This design comes from an exercise in tuning for a short achievable clock period on the open sky130 flow, not from production work.
At most, simulation tests tie the RTL to the original design; equivalence was not proved.
Power figures rest on the tool's default switching activity, not on a simulated workload.

## fsv
module fsv (
    input  wire         clk,
    input  wire         rst,         
    input  wire         op_valid,
    input  wire [11:0]  op_word,
    output reg  [7:0]   acc,
    output wire [151:0] fb,
    output reg  [4:0]   len,
    output reg          ovf,
    output reg          valid,
    output reg  [7:0]   cmd,
    output reg  [7:0]   tid0,
    output reg  [7:0]   tid1,
    output reg  [15:0]  pm25,
    output reg  [15:0]  pm10,
    output reg  [7:0]   fwy,
    output reg  [7:0]   fwm,
    output reg  [7:0]   fwd,
    output reg  [7:0]   rid0,
    output reg  [7:0]   rid1,
    output reg          pmw,
    output reg          fww,
    output reg          idw,
    output reg  [2:0]   err,
    output reg          fatal
);
    localparam [7:0] HEADER    = 8'hAA;
    localparam [7:0] TAIL      = 8'hAB;
    localparam [7:0] TYPE_CMD  = 8'hB4;
    localparam [7:0] TYPE_ACK  = 8'hC5;
    localparam [7:0] TYPE_DATA = 8'hC0;
    localparam [2:0] E_OK        = 3'd0;
    localparam [2:0] E_INVPARAM  = 3'd1;
    localparam [2:0] E_MALFORMED = 3'd3;
    localparam [2:0] E_ILLEGAL   = 3'd4;
    localparam [2:0] E_OVERFLOW  = 3'd5;
  ...
clock: 7.0 ns
lec_check: 0
abc_clock_period_in_ps: 2000
cap_margin: 20
core_margin: 2
core_utilization: 40
place_density: 0.6
setup_slack_margin: 4.3
slew_margin: 20
run.sh (not shown) runs the stock make flow with config.mk's settings and CLKGATE_MAP_FILE= SYNTH_SCRIPT=/design/flow/synth_recipe.tcl, a recipe that flattens the netlist after the stock synthesis.
The starting point went through all stages and came out clean.
==> next run, changes <==
--- a/flow/config.mk
+++ b/flow/config.mk
@@ -11,4 +11,5 @@
 export CORE_UTILIZATION = 40
 export PLACE_DENSITY = 0.6
-export SETUP_SLACK_MARGIN = 4.3
+export SETUP_SLACK_MARGIN = 4.6
 export SLEW_MARGIN = 20
+export TNS_END_PERCENT = 20
Total power is about the same.
Worst hold slack hardly moves.
Routed wire length shrinks by about 2%.
Setup slack loses 0.016 ns.
Final cell count rose by 3.9%.
Flip-flop and latch count does not change.
Count of clock-buffer cells in the layout climbs by 2.
Non-clock buffer count increases by 105.

## the reference run
fsv, a different RTL version from the one above (not shown whole).
Size: roughly 380 flip-flops, roughly 17000 um^2 of cells after synthesis.
clock: 7.0 ns
lec_check: 0
abc_clock_period_in_ps: 2000
cap_margin: 20
core_margin: 2
core_utilization: 40
place_density: 0.6
setup_slack_margin: 4.6
slew_margin: 20
The inputs of the trial run differ from those of the reference run as listed below.
==> flow/flow/run.sh (new file) <==
#!/bin/bash
# Layout flow: the standard layout (standard.sh, with its standard
# synthesis script), with slow multi-stack gates and the full/half adder
# cells added to the don't-use list, so that synthesis maps adders and
# decoders to gates the resizer can size. Registers are unaffected.
set -euo pipefail
DU=""
for c in fa_1 fa_2 fa_4 ha_1 ha_2 ha_4 \
         nor4_1 nor4_2 nor4_4 or4_1 or4_2 or4_4 \
         a311oi_1 a311oi_2 a311oi_4 a2111oi_0 a2111oi_1 a2111oi_2 a2111oi_4 \
         o41ai_1 o41ai_2 o41ai_4 o2111ai_1 o2111ai_2 o2111ai_4; do
  DU="$DU sky130_fd_sc_hd__$c"
done
echo "export DONT_USE_CELLS += $DU" >> config.mk
bash standard.sh finish > standard.log 2>&1
==> flow/standard.sh (new file) <==
#!/bin/bash
# synth_recipe.tcl (not shown) runs the flow's synth.tcl, then flattens the netlist and writes it again
# the make line also repeats each setting of config.mk as NAME=value (left out here)
make -C /OpenROAD-flow-scripts/flow DESIGN_CONFIG=/design/flow/config.mk WORK_HOME=/design/flow/orfs CLKGATE_MAP_FILE= SYNTH_SCRIPT=/design/flow/synth_recipe.tcl "${@:-finish}"
-- flow/config.mk --
<<< the reference run, line 13
export SETUP_SLACK_MARGIN = 4.6
export SLEW_MARGIN = 20
>>> the trial run, line 13
export SETUP_SLACK_MARGIN = 4.6
export SLEW_MARGIN = 20
export DONT_USE_CELLS +=  sky130_fd_sc_hd__fa_1 sky130_fd_sc_hd__fa_2 sky130_fd_sc_hd__fa_4 sky130_fd_sc_hd__ha_1 sky130_fd_sc_hd__ha_2 sky130_fd_sc_hd__ha_4 sky130_fd_sc_hd__nor4_1 sky130_fd_sc_hd__nor4_2 sky130_fd_sc_hd__nor4_4 sky130_fd_sc_hd__or4_1 sky130_fd_sc_hd__or4_2 sky130_fd_sc_hd__or4_4 sky130_fd_sc_hd__a311oi_1 sky130_fd_sc_hd__a311oi_2 sky130_fd_sc_hd__a311oi_4 sky130_fd_sc_hd__a2111oi_0 sky130_fd_sc_hd__a2111oi_1 sky130_fd_sc_hd__a2111oi_2 sky130_fd_sc_hd__a2111oi_4 sky130_fd_sc_hd__o41ai_1 sky130_fd_sc_hd__o41ai_2 sky130_fd_sc_hd__o41ai_4 sky130_fd_sc_hd__o2111ai_1 sky130_fd_sc_hd__o2111ai_2 sky130_fd_sc_hd__o2111ai_4
removed: flow/run.sh
Notes after the runs:
- Delta (the trial run minus the reference run): slew of the pin with the lowest slew margin moved down, met2 layer usage reported by global route moved down, fmax moved down, post-route fraction of the period consumed by the critical path moved up, non-clock buffer count level.
- [compare] base=the reference run new=the trial run: layout overhead on the synthesized area lost 1.2 points, via count decreased by 1511 relative to the old numbers, worst endpoint data arrival time now larger.
- The clock group share of total power of the trial run is higher than that of the reference run.
No run of this note included a check of the RTL's function; only the layout flow was run.

Setup of old:
RTL: one of the versions met above, not the one the previous note started from.
Size: ~1,900 cells after synthesis, ~290 I/O pins, about 0.016 mm2 of cells after synthesis.
Settings: LEC_CHECK=0, ABC_CLOCK_PERIOD_IN_PS=2000, CAP_MARGIN=20, CORE_MARGIN=2, CORE_UTILIZATION=40, PLACE_DENSITY=0.6, SETUP_SLACK_MARGIN=5.0, SLEW_MARGIN=20; clock period 7.0 ns.
Stock flow here: none of the scripts above is used.
Changes in new relative to old:
Settings: swapping 5.0 for 4.6 in SETUP_SLACK_MARGIN.
### Flow results
Against old, half-perimeter wire length after detailed placement in new fell slightly.
Sort new and old by share of total power in combinational logic, descending, and old comes first.
The routed length on met2 in new sits 3.7% below the value recorded for old.
Going from old to new, routability-driven placement congestion ratio now larger, non-clock buffer count now smaller, combinational power now smaller.

Setup of run B:
The RTL this note starts from:
==> flow/design.v <==
module fsv (
    input  wire         clk,
    input  wire         rst,         
    input  wire         op_valid,
    input  wire [11:0]  op_word,
    output reg  [7:0]   acc,
    output wire [151:0] fb,
    output reg  [4:0]   len,
    output reg          ovf,
    output reg          valid,
    output reg  [7:0]   cmd,
    output reg  [7:0]   tid0,
    output reg  [7:0]   tid1,
    output reg  [15:0]  pm25,
    output reg  [15:0]  pm10,
    output reg  [7:0]   fwy,
    output reg  [7:0]   fwm,
    output reg  [7:0]   fwd,
    output reg  [7:0]   rid0,
    output reg  [7:0]   rid1,
    output reg          pmw,
    output reg          fww,
    output reg          idw,
    output reg  [2:0]   err,
    output reg          fatal
);
    localparam [7:0] HEADER    = 8'hAA;
    localparam [7:0] TAIL      = 8'hAB;
    localparam [7:0] TYPE_CMD  = 8'hB4;
    localparam [7:0] TYPE_ACK  = 8'hC5;
    localparam [7:0] TYPE_DATA = 8'hC0;
    localparam [2:0] E_OK        = 3'd0;
    localparam [2:0] E_INVPARAM  = 3'd1;
    localparam [2:0] E_MALFORMED = 3'd3;
    localparam [2:0] E_ILLEGAL   = 3'd4;
    localparam [2:0] E_OVERFLOW  = 3'd5;
    localparam [2:0] E_RESCMD    = 3'd6;
    function [7:0] sel8;
        input       s;
        input [7:0] a;
        input [7:0] b;
        sel8 = ({8{s}} & a) | ({8{~s}} & b);
    endfunction
    function legal_cmd;
        input [7:0] c;
        legal_cmd = (c == 8'h02) || (c == 8'h04) || (c == 8'h05) ||
                    (c == 8'h06) || (c == 8'h07) || (c == 8'h08);
    endfunction
    reg  [151:0] fb_q;
    wire [7:0]   fbuf [0:18];
    genvar gi;
    generate
        for (gi = 0; gi < 19; gi = gi + 1) begin : g_fb_bytes
            assign fbuf[gi] = fb_q[8*gi +: 8];
        end
    endgenerate
    assign fb = fb_q;
    reg  [19:0] lo;           
    reg  [18:0] th;           
    reg         cl;           
    reg         bok;          
    reg  [7:0]  acc_n;        
    reg  [7:0]  cmd_n;        
    reg  [7:0]  tid0_n;       
    reg  [7:0]  tid1_n;       
    reg  [7:0]  s_all, q, p, snap2, d8, d17;
    reg         rok, cok;     
    wire [7:0] acc_i  = ~acc_n;
    wire [7:0] cmd_i  = ~cmd_n;
    wire [7:0] tid0_i = ~tid0_n;
    wire [7:0] tid1_i = ~tid1_n;
    wire [3:0] opc = op_word[11:8];
    wire [7:0] imm = op_word[7:0];
    wire iz = (imm == 8'h00);
    wire d_csclr  = op_valid && (opc == 4'h1) && iz;
    wire d_csadd  = op_valid && (opc == 4'h2);
    wire d_fclr   = op_valid && (opc == 4'h3) && iz;
    wire d_push   = op_valid && (opc == 4'h4);
    wire d_vcmd   = op_valid && (opc == 4'h5) && iz;
    wire d_vrpl   = op_valid && (opc == 4'h6) && iz;
    wire d_setcmd = op_valid && (opc == 4'h7);
    wire d_setid0 = op_valid && (opc == 4'h8);
    wire d_setid1 = op_valid && (opc == 4'h9);
    wire d_bcmd   = op_valid && (opc == 4'hA) && iz;
    wire d_decpm  = op_valid && (opc == 4'hB) && iz;
    wire d_decfw  = op_valid && (opc == 4'hC) && iz;
    wire d_decid  = op_valid && (opc == 4'hD) && iz;
    wire zop   = (opc == 4'h1) || (opc == 4'h3) || (opc == 4'h5) || (opc == 4'h6) ||
                 (opc == 4'hA) || (opc == 4'hB) || (opc == 4'hC) || (opc == 4'hD);
    wire d_ill = op_valid && ((zop && !iz) || (opc == 4'h0) ||
                              (opc == 4'hE) || (opc == 4'hF));
    wire imm_tail  = (imm == TAIL);
    wire imm_legal = legal_cmd(imm);
    wire full = lo[19];
    wire       pre9, pre18;
    wire [7:0] cs, dsum;
    wire [4:0] len_inc;
    wire [95:0] fdata;                    
    fsv_st u_st (
        .fb_q(fb_q), .lo(lo), .th(th), .p(p), .q(q),
        .s_all(s_all), .snap2(snap2), .d8(d8), .d17(d17),
        .pre9(pre9), .pre18(pre18), .cs(cs), .dsum(dsum),
        .len_inc(len_inc), .fdata(fdata)
    );
    reg  [7:0] frame [0:18];
    integer i;
    always @(*) begin
        frame[0] = HEADER;
        frame[1] = TYPE_CMD;
        frame[2] = cmd_i;
        for (i = 0; i < 12; i = i + 1)
            frame[3 + i] = fdata[8*i +: 8];
        frame[15] = tid0_i;
        frame[16] = tid1_i;
        frame[17] = cs;
        frame[18] = TAIL;
    end
    wire b_ok   = d_bcmd && bok;
    wire p_ok   = d_push && !full;
    wire clr    = rst || d_fclr;
    wire [7:0] acc_nx  = rst ? 8'h00 :
                         d_csclr ? 8'h00 :
                         sel8(d_csadd, acc_i + imm, acc_i);
    wire [4:0]  len_nx = clr ? 5'd0 :
                         p_ok ? len_inc :
                         b_ok ? 5'd19 : len;
    wire [19:0] lo_nx  = clr ? 20'd1 :
                         p_ok ? {lo[18:0], 1'b0} :
                         b_ok ? (20'd1 << 19) : lo;
    wire [18:0] th_nx  = clr ? 19'd0 :
                         p_ok ? {th[17:0], 1'b1} :
                         b_ok ? {19{1'b1}} : th;
    wire le12_nx = clr ? 1'b1 : p_ok ? !th[11] : b_ok ? 1'b0 : !th[12];
    wire cl_nx   = rst ? 1'b0 : d_setcmd ? imm_legal : cl;
    wire [7:0] cmd_nx  = rst ? 8'h00 : sel8(d_setcmd, imm, cmd_i);
    wire [7:0] tid0_nx = rst ? 8'hFF : sel8(d_setid0, imm, tid0_i);
    wire [7:0] tid1_nx = rst ? 8'hFF : sel8(d_setid1, imm, tid1_i);
    wire [7:0] s_add    = s_all + imm;
    wire [7:0] s_all_nx = clr ? 8'h00 : sel8(d_push, s_add, s_all);
    wire [7:0] q_nx     = rst ? 8'h00 :
                          d_fclr ? cmd_i :
                          d_push ? q + imm :
                          sel8(d_setcmd, s_add, q);
    wire [7:0] p_nx     = rst ? 8'hFE :
                          d_setid0 ? tid1_i + imm :
                          sel8(d_setid1, tid0_i + imm, p);
    always @(posedge clk) begin
        acc    <= acc_nx;
        acc_n  <= ~acc_nx;
        len    <= len_nx;
        lo     <= lo_nx;
        th     <= th_nx;
        cl     <= cl_nx;
        bok    <= cl_nx && le12_nx;
        cmd    <= cmd_nx;
        cmd_n  <= ~cmd_nx;
        tid0   <= tid0_nx;
        tid0_n <= ~tid0_nx;
        tid1   <= tid1_nx;
        tid1_n <= ~tid1_nx;
        s_all  <= s_all_nx;
        q      <= q_nx;
        p      <= p_nx;
        snap2  <= sel8(lo[2], s_all, snap2);
        d8     <= sel8(lo[8], dsum, d8);
        d17    <= sel8(lo[17], dsum, d17);
        ovf    <= !clr && ((d_push && full) || ovf);
        rok    <= !rst && (d_push ? (pre9 && imm_tail) :
                           (d_fclr || b_ok) ? 1'b0 : rok);
        cok    <= !rst && (d_push ? (pre18 && imm_tail) :
                           d_fclr ? 1'b0 : (b_ok || cok));
        valid  <= !rst && (d_vcmd ? cok : d_vrpl ? rok : valid);
        pm25   <= rst ? 16'h0000 :
                  (d_decpm && rok) ? {fbuf[3], fbuf[2]} : pm25;
        pm10   <= rst ? 16'h0000 :
                  (d_decpm && rok) ? {fbuf[5], fbuf[4]} : pm10;
        pmw    <= !rst && ((d_decpm && rok) || pmw);
        fwy    <= rst ? 8'h00 : sel8(d_decfw && rok, fbuf[3], fwy);
        fwm    <= rst ? 8'h00 : sel8(d_decfw && rok, fbuf[4], fwm);
        fwd    <= rst ? 8'h00 : sel8(d_decfw && rok, fbuf[5], fwd);
        fww    <= !rst && ((d_decfw && rok) || fww);
        rid0   <= rst ? 8'h00 : sel8((d_decfw || d_decid) && rok, fbuf[6], rid0);
        rid1   <= rst ? 8'h00 : sel8((d_decfw || d_decid) && rok, fbuf[7], rid1);
        idw    <= !rst && (((d_decfw || d_decid) && rok) || idw);
        fatal  <= 1'b0;
        if (rst)
            err <= E_OK;
        else if (d_ill)
            err <= E_ILLEGAL;
        else if (d_push)
            err <= full ? E_OVERFLOW : E_OK;
        else if (d_bcmd)
            err <= !cl ? E_RESCMD : !bok ? E_INVPARAM : E_OK;
        else if (d_decpm || d_decfw || d_decid)
            err <= rok ? E_OK : E_MALFORMED;
        else if (op_valid)
            err <= E_OK;
    end
    generate
        for (gi = 0; gi < 19; gi = gi + 1) begin : g_fb_cells
            wire [7:0] held;
            if (gi < 12) begin : g_low
                assign held = sel8(b_ok, frame[gi], fb_q[8*gi +: 8]);
            end else begin : g_high
                assign held = fb_q[8*gi +: 8];
            end
            always @(posedge clk)
                fb_q[8*gi +: 8] <= rst ? 8'h00 :
                                   sel8(d_push && lo[gi], imm,
                                        sel8(th[gi], held, frame[gi]));
        end
    endgenerate
endmodule
module fsv_st (
    input  wire [151:0] fb_q,
    input  wire [19:0]  lo,
    input  wire [18:0]  th,
    input  wire [7:0]   p,        
    input  wire [7:0]   q,        
    input  wire [7:0]   s_all,
    input  wire [7:0]   snap2,
    input  wire [7:0]   d8,
    input  wire [7:0]   d17,
    output wire         pre9,     
    output wire         pre18,    
    output wire [7:0]   cs,       
    output wire [7:0]   dsum,     
    output reg  [4:0]   len_inc,  
    output reg  [95:0]  fdata     
);
    wire [7:0] fbuf [0:18];
    genvar gi;
    generate
        for (gi = 0; gi < 19; gi = gi + 1) begin : g_fb_bytes
            assign fbuf[gi] = fb_q[8*gi +: 8];
        end
    endgenerate
    assign pre9  = lo[9] && (fbuf[0] == 8'hAA) &&
                   ((fbuf[1] == 8'hC5) || (fbuf[1] == 8'hC0)) &&
                   (d8 == fbuf[8]);
    assign pre18 = lo[18] && (fbuf[0] == 8'hAA) && (fbuf[1] == 8'hB4) &&
                   (d17 == fbuf[17]);
    assign cs    = p + q;
    assign dsum  = s_all - snap2;
    integer i;
    always @(*) begin
        len_inc = 5'd0;
        for (i = 0; i < 19; i = i + 1)
            if (lo[i]) len_inc = len_inc | (i + 1);
        for (i = 0; i < 12; i = i + 1)
            fdata[8*i +: 8] = th[i] ? fbuf[i] : 8'h00;
    end
endmodule
export LEC_CHECK = 0
export ABC_CLOCK_PERIOD_IN_PS = 300
export CAP_MARGIN = 20
export CORE_MARGIN = 2
export CORE_UTILIZATION = 45
export PLACE_DENSITY = 0.65
export SETUP_SLACK_MARGIN = 4.6
export SLEW_MARGIN = 20
export SYNTH_HIERARCHICAL = 1
create_clock -name core_clock -period 7.0 [get_ports {clk}]
Setup changes, run B to run D
Settings: CORE_UTILIZATION changed from 45 to 40; PLACE_DENSITY changed from 0.65 to 0.6.
==> run summary <==
From run B to run D the numbers moved as follows: net total in the final layout -1.7%; total power -about 0.66%; sequential group share of total power +0.2 points; setup slack +0.65 ns.
Summary of run D over run B: power density relative to cell area now larger, clock share of power now larger.
Core utilization in run D is 9.2 points below run B.
Compared with run B, run D shows a met1 track demand over resource in global routing that is 4.8 points lower.
Comparing run D and run B, the lower final critical delay including setup and external delays is on run D.

[static timing again, ports no longer ideal]
The results above use ideal ports. As a check the final layouts listed here were re-extracted and re-timed, cells and wires unchanged. Step 1: set_driving_cell puts a clkbuf_16 on clk and a buf_2 on each other input, an assumption about the parent block. Step 2 adds t to the input delays and takes it off the output delays; t is the mean of the earliest and latest rising clock arrival at the registers after step 1. Input paths then give back, and output paths get back, about the clock's delay inside the block. Slacks: ideal / step 1 / step 2; pairs: ideal / step 1.
| run | t (ns) | setup slack, ns | worst hold slack (ns) | slew at the worst register clock pin (ns) |
|---|---|---|---|---|
| the first run of note 1 | 0.622 | 4.046 / 4.053 / 3.431 | 0.446 / 0.446 / 0.446 | 0.07 / 0.07 |
| the second run of note 1 | 0.611 | 4.030 / 3.978 / 3.503 | 0.447 / 0.447 / 0.447 | 0.06 / 0.06 |
| the reference run | 0.633 | 3.829 / 3.832 / 3.199 | 0.459 / 0.459 / 0.459 | 0.07 / 0.07 |
| the trial run | 0.591 | 3.659 / 3.653 / 3.062 | 0.463 / 0.463 / 0.463 | 0.07 / 0.07 |
| old | 0.637 | 4.009 / 4.009 / 3.469 | 0.469 / 0.469 / 0.469 | 0.07 / 0.07 |
| new | 0.629 | 4.126 / 4.126 / 3.550 | 0.459 / 0.459 / 0.459 | 0.06 / 0.06 |
| run B | 0.646 | 3.576 / 3.582 / 2.936 | 0.456 / 0.456 / 0.456 | 0.07 / 0.07 |
| run D | 0.646 | 4.223 / 4.198 / 3.552 | 0.454 / 0.454 / 0.454 | 0.06 / 0.06 |
After both steps setup and hold are still met in every run listed. For run D, which loses most, drivers alone change the setup slack by -0.025 ns; drivers and shift together by -0.671 ns.
